Context: an optimization exercise on an open-source flow, tuned for small area and a short achievable clock period. The choices shown serve that exercise and are no tape-out recipe. Power figures rest on the tool's default switching activity, not on a simulated workload. The clock port is modelled as an ideal driver; clocking choices that lean on that would not hold on a real chip.

rev 12:
==> flow/design.v <==
module scp_crc8_byte (
    input  wire [7:0] acc,
    input  wire [7:0] data,
    output reg  [7:0] next
);
    integer i;
    always @(*) begin
        next = acc ^ data;
        for (i = 0; i < 8; i = i + 1)
            next = next[0] ? ((next >> 1) ^ 8'h8C) : (next >> 1);
    end
endmodule
module scp_crc16_byte (
    input  wire [15:0] acc,
    input  wire [7:0]  data,
    output reg  [15:0] next
);
    integer i;
    always @(*) begin
        next = acc ^ {8'h00, data};
        for (i = 0; i < 8; i = i + 1)
            next = next[0] ? ((next >> 1) ^ 16'h8408) : (next >> 1);
    end
endmodule
module scp_rx #(
    parameter BUF_BYTES = 64
) (
    input  wire                   clk,
    input  wire                   rst,
    input  wire [7:0]             cfg_sof,
    input  wire                   cfg_dup_suppress,
    input  wire [15:0]            cfg_max_dlen,
    input  wire [7:0]             cfg_prev_seq_reset,
    input  wire [63:0]            cfg_sub_ids,
    input  wire [3:0]             cfg_sub_en,
    input  wire                   in_valid,
    input  wire [7:0]             in_byte,
    input  wire                   abort,
    output reg                    ev_valid,
    output reg  [2:0]             ev_code,
    output wire [15:0]            ev_cmd,
    output wire [15:0]            ev_dlen,
    output wire [8*BUF_BYTES-1:0] ev_payload
);
    localparam [2:0] EV_NONE = 3'd0, EV_BAD_SOF = 3'd1, EV_DLEN_OVERFLOW = 3'd2,
                     EV_CRC8_MISMATCH = 3'd3, EV_CRC16_MISMATCH = 3'd4,
                     EV_DUPLICATE = 3'd5, EV_UNKNOWN_CMD = 3'd6, EV_DISPATCH = 3'd7;
    reg st_sof, st_dlen0, st_dlen1, st_seq, st_crc8, st_cmd0, st_cmd1, st_data,
        st_c16a, st_c16b;
    reg [6:0]  rx_dlen;         
    reg        rx_dlen_big;     
    reg [7:0]  rx_prev_seq;
    reg        rx_abandon;
    reg [15:0] rx_cmd;
    reg        rx_sub;          
    reg        rx_c16_lo_ok;    
    reg [7:0]  rx_row_n;        
    reg [7:0]  rx_col_n;        
    reg [7:0]  rx_c8_acc;
    reg [15:0] rx_c16_acc;
    reg [7:0]  rx_buf [0:BUF_BYTES-1];
    assign ev_cmd  = rx_cmd;
    assign ev_dlen = {9'd0, rx_dlen};
    genvar g;
    generate
        for (g = 0; g < BUF_BYTES; g = g + 1) begin : g_payload
            assign ev_payload[8*g +: 8] = rx_buf[g];
        end
    endgenerate
    wire [7:0]  c8_fed;
    wire [15:0] c16_fed;
    scp_crc8_byte  u_c8  (.acc(st_sof ? 8'hFF : rx_c8_acc),     .data(in_byte), .next(c8_fed));
    scp_crc16_byte u_c16 (.acc(st_sof ? 16'hFFFF : rx_c16_acc), .data(in_byte), .next(c16_fed));
    wire [5:0] last_pos = rx_dlen[5:0] - 6'd1;
    wire rx_last   = !rx_row_n[last_pos[5:3]] && !rx_col_n[last_pos[2:0]];
    wire take      = in_valid;
    wire is_sof    = (in_byte == cfg_sof);
    wire dlen_big  = rx_dlen_big || (in_byte != 8'd0);
    wire c8_ok     = (in_byte == rx_c8_acc);
    wire c16_ok    = rx_c16_lo_ok && (in_byte == rx_c16_acc[15:8]);
    reg subscribed;
    integer k;
    always @(*) begin
        subscribed = 1'b0;
        for (k = 0; k < 4; k = k + 1)
            if (cfg_sub_en[k] && cfg_sub_ids[16*k +: 16] == rx_cmd)
                subscribed = 1'b1;
    end
    integer b;
    always @(posedge clk) begin
        for (b = 0; b < BUF_BYTES; b = b + 1)
            if (!rx_row_n[b / 8] && !rx_col_n[b % 8])
                rx_buf[b] <= in_byte;
    end
    always @(posedge clk) begin
        rx_sub <= subscribed;
        if (take) begin
            rx_c8_acc <= c8_fed;
            if (!(st_c16a || st_c16b))
                rx_c16_acc <= c16_fed;
        end
        if (take && st_dlen0) begin
            rx_dlen     <= in_byte[6:0];
            rx_dlen_big <= (in_byte > 8'd64) ||
                           (cfg_max_dlen[15:8] == 8'd0 && in_byte > cfg_max_dlen[7:0]);
        end
        if (take && st_seq)
            rx_abandon <= cfg_dup_suppress && (in_byte == rx_prev_seq);
        if (take && st_cmd0) rx_cmd[7:0]  <= in_byte;
        if (take && st_cmd1) rx_cmd[15:8] <= in_byte;
        if (take && st_c16a) rx_c16_lo_ok <= (in_byte == rx_c16_acc[7:0]);
        if (take && st_cmd1) begin
            rx_row_n <= 8'hFE;
            rx_col_n <= 8'hFE;
        end else if (take && st_data) begin
            rx_col_n <= {rx_col_n[6:0], rx_col_n[7]};
            if (!rx_col_n[7])
                rx_row_n <= {rx_row_n[6:0], 1'b1};
        end
        if (rst) begin
            rx_prev_seq <= cfg_prev_seq_reset;
        end else if (take && st_seq && cfg_dup_suppress) begin
            rx_prev_seq <= in_byte;
        end
        if (rst) begin
            {st_sof, st_dlen0, st_dlen1, st_seq, st_crc8, st_cmd0, st_cmd1, st_data,
             st_c16a, st_c16b} <= 10'b1000000000;
            ev_valid <= 1'b0;
        end else begin
            ev_valid <= take;
            if (abort) begin
                {st_sof, st_dlen0, st_dlen1, st_seq, st_crc8, st_cmd0, st_cmd1, st_data,
                 st_c16a, st_c16b} <= 10'b1000000000;
            end else if (take) begin
                st_sof   <= (st_sof && !is_sof) || (st_dlen1 && dlen_big) ||
                            (st_crc8 && !c8_ok) || st_c16b;
                st_dlen0 <= st_sof && is_sof;
                st_dlen1 <= st_dlen0;
                st_seq   <= st_dlen1 && !dlen_big;
                st_crc8  <= st_seq;
                st_cmd0  <= st_crc8 && c8_ok;
                st_cmd1  <= st_cmd0;
                st_data  <= (st_cmd1 && rx_dlen != 7'd0) || (st_data && !rx_last);
                st_c16a  <= (st_cmd1 && rx_dlen == 7'd0) || (st_data && rx_last);
                st_c16b  <= st_c16a;
            end
        end
        if (st_sof && !is_sof)
            ev_code <= EV_BAD_SOF;
        else if (st_dlen1 && dlen_big)
            ev_code <= EV_DLEN_OVERFLOW;
        else if (st_crc8 && !c8_ok)
            ev_code <= EV_CRC8_MISMATCH;
        else if (st_c16b)
            ev_code <= !c16_ok    ? EV_CRC16_MISMATCH :
                       rx_abandon ? EV_DUPLICATE :
                       !rx_sub    ? EV_UNKNOWN_CMD : EV_DISPATCH;
        else
            ev_code <= EV_NONE;
    end
endmodule
==> flow/config.mk <==
export PLATFORM = sky130hd
export DESIGN_NAME = scp_rx
export DESIGN_NICKNAME = scp_rx
export VERILOG_FILES = /design/flow/design.v
export SDC_FILE = /design/flow/constraint.sdc
export NUM_CORES = 4
export LEC_CHECK = 0
export CAP_MARGIN = 10
export CORE_MARGIN = 2
export CORE_UTILIZATION = 60
export SETUP_SLACK_MARGIN = 2.7
export SLEW_MARGIN = 10
==> flow/constraint.sdc <==
create_clock -name core_clock -period 5.0 [get_ports {clk}]
set_input_delay 1.0000 -clock core_clock [delete_from_list [all_inputs] [get_ports {clk}]]
set_output_delay 1.0000 -clock core_clock [all_outputs]
set_load 0.01 [all_outputs]
standard.sh (not shown) runs the stock make flow with config.mk's settings and CLKGATE_MAP_FILE= SYNTH_SCRIPT=/design/flow/synth_recipe.tcl, a recipe that flattens the netlist after the stock synthesis.
==> flow/flow/run.sh <==
#!/bin/bash
# The standard ORFS layout (the standard.sh), with the port buffers that
# global placement inserts made sky130_fd_sc_hd__buf_1 instead of the delay
# buffer buffer_ports picks by itself. Every input and output port still gets
# its buffer; nothing else in the flow changes.
set -euo pipefail
export BUFFER_PORTS_ARGS="-buffer_cell sky130_fd_sc_hd__buf_1"
export CTS_ARGS="-sink_clustering_enable -repair_clock_nets -dont_use_dummy_load -sink_clustering_size 30 -sink_clustering_max_diameter 80 -buf_list {sky130_fd_sc_hd__clkbuf_8 sky130_fd_sc_hd__clkbuf_16}"
bash standard.sh > orfs_make.log 2>&1
The flow did not stop early for rev 12: all stages ran, and the layout cleared the timing, DRC and antenna checks.
Relative to rev 12, the following input files were edited for rev 13:
--- a/flow/design.v
+++ b/flow/design.v
@@ -53,9 +53,16 @@
     reg        rx_abandon;
     reg [15:0] rx_cmd;
     reg        rx_sub;          
+    reg [3:0]  wr_sub_lo;       
     reg        rx_c16_lo_ok;    
-    reg [7:0]  rx_row_n;        
-    reg [7:0]  rx_col_n;        
+    reg [7:0]  wr_byte;         
+    reg        wr_data;         
+    reg        wr_cmd0;         
+    reg        wr_cmd1;         
+    reg [7:0]  wr_row_n;        
+    reg [7:0]  wr_col_n;        
+    reg [6:0]  rx_rem;          
+    reg        rx_last;         
     reg [7:0]  rx_c8_acc;
     reg [15:0] rx_c16_acc;
     reg [7:0]  rx_buf [0:BUF_BYTES-1];
@@ -71,29 +78,40 @@
     wire [15:0] c16_fed;
     scp_crc8_byte  u_c8  (.acc(st_sof ? 8'hFF : rx_c8_acc),     .data(in_byte), .next(c8_fed));
     scp_crc16_byte u_c16 (.acc(st_sof ? 16'hFFFF : rx_c16_acc), .data(in_byte), .next(c16_fed));
-    wire [5:0] last_pos = rx_dlen[5:0] - 6'd1;
-    wire rx_last   = !rx_row_n[last_pos[5:3]] && !rx_col_n[last_pos[2:0]];
     wire take      = in_valid;
     wire is_sof    = (in_byte == cfg_sof);
     wire dlen_big  = rx_dlen_big || (in_byte != 8'd0);
     wire c8_ok     = (in_byte == rx_c8_acc);
     wire c16_ok    = rx_c16_lo_ok && (in_byte == rx_c16_acc[15:8]);
-    reg subscribed;
+    reg [3:0] sub_lo_match, sub_hi_match;
     integer k;
     always @(*) begin
-        subscribed = 1'b0;
-        for (k = 0; k < 4; k = k + 1)
-            if (cfg_sub_en[k] && cfg_sub_ids[16*k +: 16] == rx_cmd)
-                subscribed = 1'b1;
+        for (k = 0; k < 4; k = k + 1) begin
+            sub_lo_match[k] = cfg_sub_en[k] && (wr_byte == cfg_sub_ids[16*k +: 8]);
+            sub_hi_match[k] = wr_sub_lo[k] && (wr_byte == cfg_sub_ids[16*k+8 +: 8]);
+        end
     end
     integer b;
     always @(posedge clk) begin
         for (b = 0; b < BUF_BYTES; b = b + 1)
-            if (!rx_row_n[b / 8] && !rx_col_n[b % 8])
-                rx_buf[b] <= in_byte;
+            if (!wr_row_n[b / 8] && !wr_col_n[b % 8])
+                rx_buf[b] <= wr_byte;
     end
     always @(posedge clk) begin
-        rx_sub <= subscribed;
+        wr_byte <= in_byte;
+        wr_data <= take && st_data;
+        wr_cmd0 <= take && st_cmd0;
+        wr_cmd1 <= take && st_cmd1;
+        if (wr_cmd0) wr_sub_lo <= sub_lo_match;
+        if (wr_cmd1) rx_sub    <= |sub_hi_match;
+        if (take && st_cmd1) begin
+            wr_row_n <= 8'hFE;
+            wr_col_n <= 8'hFE;
+        end else if (wr_data) begin
+            wr_col_n <= {wr_col_n[6:0], wr_col_n[7]};
+            if (!wr_col_n[7])
+                wr_row_n <= {wr_row_n[6:0], 1'b1};
+        end
         if (take) begin
             rx_c8_acc <= c8_fed;
             if (!(st_c16a || st_c16b))
@@ -110,12 +128,11 @@
         if (take && st_cmd1) rx_cmd[15:8] <= in_byte;
         if (take && st_c16a) rx_c16_lo_ok <= (in_byte == rx_c16_acc[7:0]);
         if (take && st_cmd1) begin
-            rx_row_n <= 8'hFE;
-            rx_col_n <= 8'hFE;
+            rx_rem   <= rx_dlen;
+            rx_last  <= (rx_dlen == 7'd1);
         end else if (take && st_data) begin
-            rx_col_n <= {rx_col_n[6:0], rx_col_n[7]};
-            if (!rx_col_n[7])
-                rx_row_n <= {rx_row_n[6:0], 1'b1};
+            rx_rem   <= rx_rem - 7'd1;
+            rx_last  <= (rx_rem == 7'd2);
         end
         if (rst) begin
             rx_prev_seq <= cfg_prev_seq_reset;
### Flow results
Rev 13: post-layout minimum cycle time lower than rev 12
Sort rev 13 and rev 12 by fraction of the yosys area taken by sequential cells, descending, and rev 13 comes first.
Each of the runs, namely rev 13 and rev 12, reached the end of the flow and came out clean.
Rev 13 reports a higher sequential share of layout area than rev 12 does.
Compared rev 13 against rev 12; via count within noise.
The area overhead of the layout relative to synthesis of rev 13 is lower than that of rev 12.
Power of the sequential group went down slightly going from rev 12 to rev 13.
Rev 13 vs rev 12: number of nets in the finished design up in rev 13
[rev 13] total power fell about 3.3% relative to rev 12
Function was not checked in any run of this note: the RTL went through the layout flow alone.

==> afterwards: timing with drivers on the ports <==
In the flow no input, the clock included, has a driving cell. The finished layouts below were timed again as built, in two steps.
Step 1, drivers: a clkbuf_16 drives clk and a buf_2 each remaining input, both assumed.
Step 2 also shifts input and output timing later by t, the mid clock arrival at the registers, as if the neighbouring blocks saw the same clock.
Slacks: ideal / step 1 / step 2; pairs: ideal / step 1.
run | t (ns) | setup slack, ns | worst setup path at the end | slew at the worst register clock pin (ns) | cell pins on the clock port's net
rev 12 | 0.603 | 2.720 / 2.690 / 2.148 | input to register | 0.11 / 0.11 | 1
rev 13 | 0.614 | 2.753 / 2.698 / 2.232 | input to register | 0.11 / 0.11 | 1
After both steps every run listed still meets setup and hold. For rev 12, which loses most, drivers alone change the setup slack by -0.030 ns; drivers and shift together by -0.572 ns.
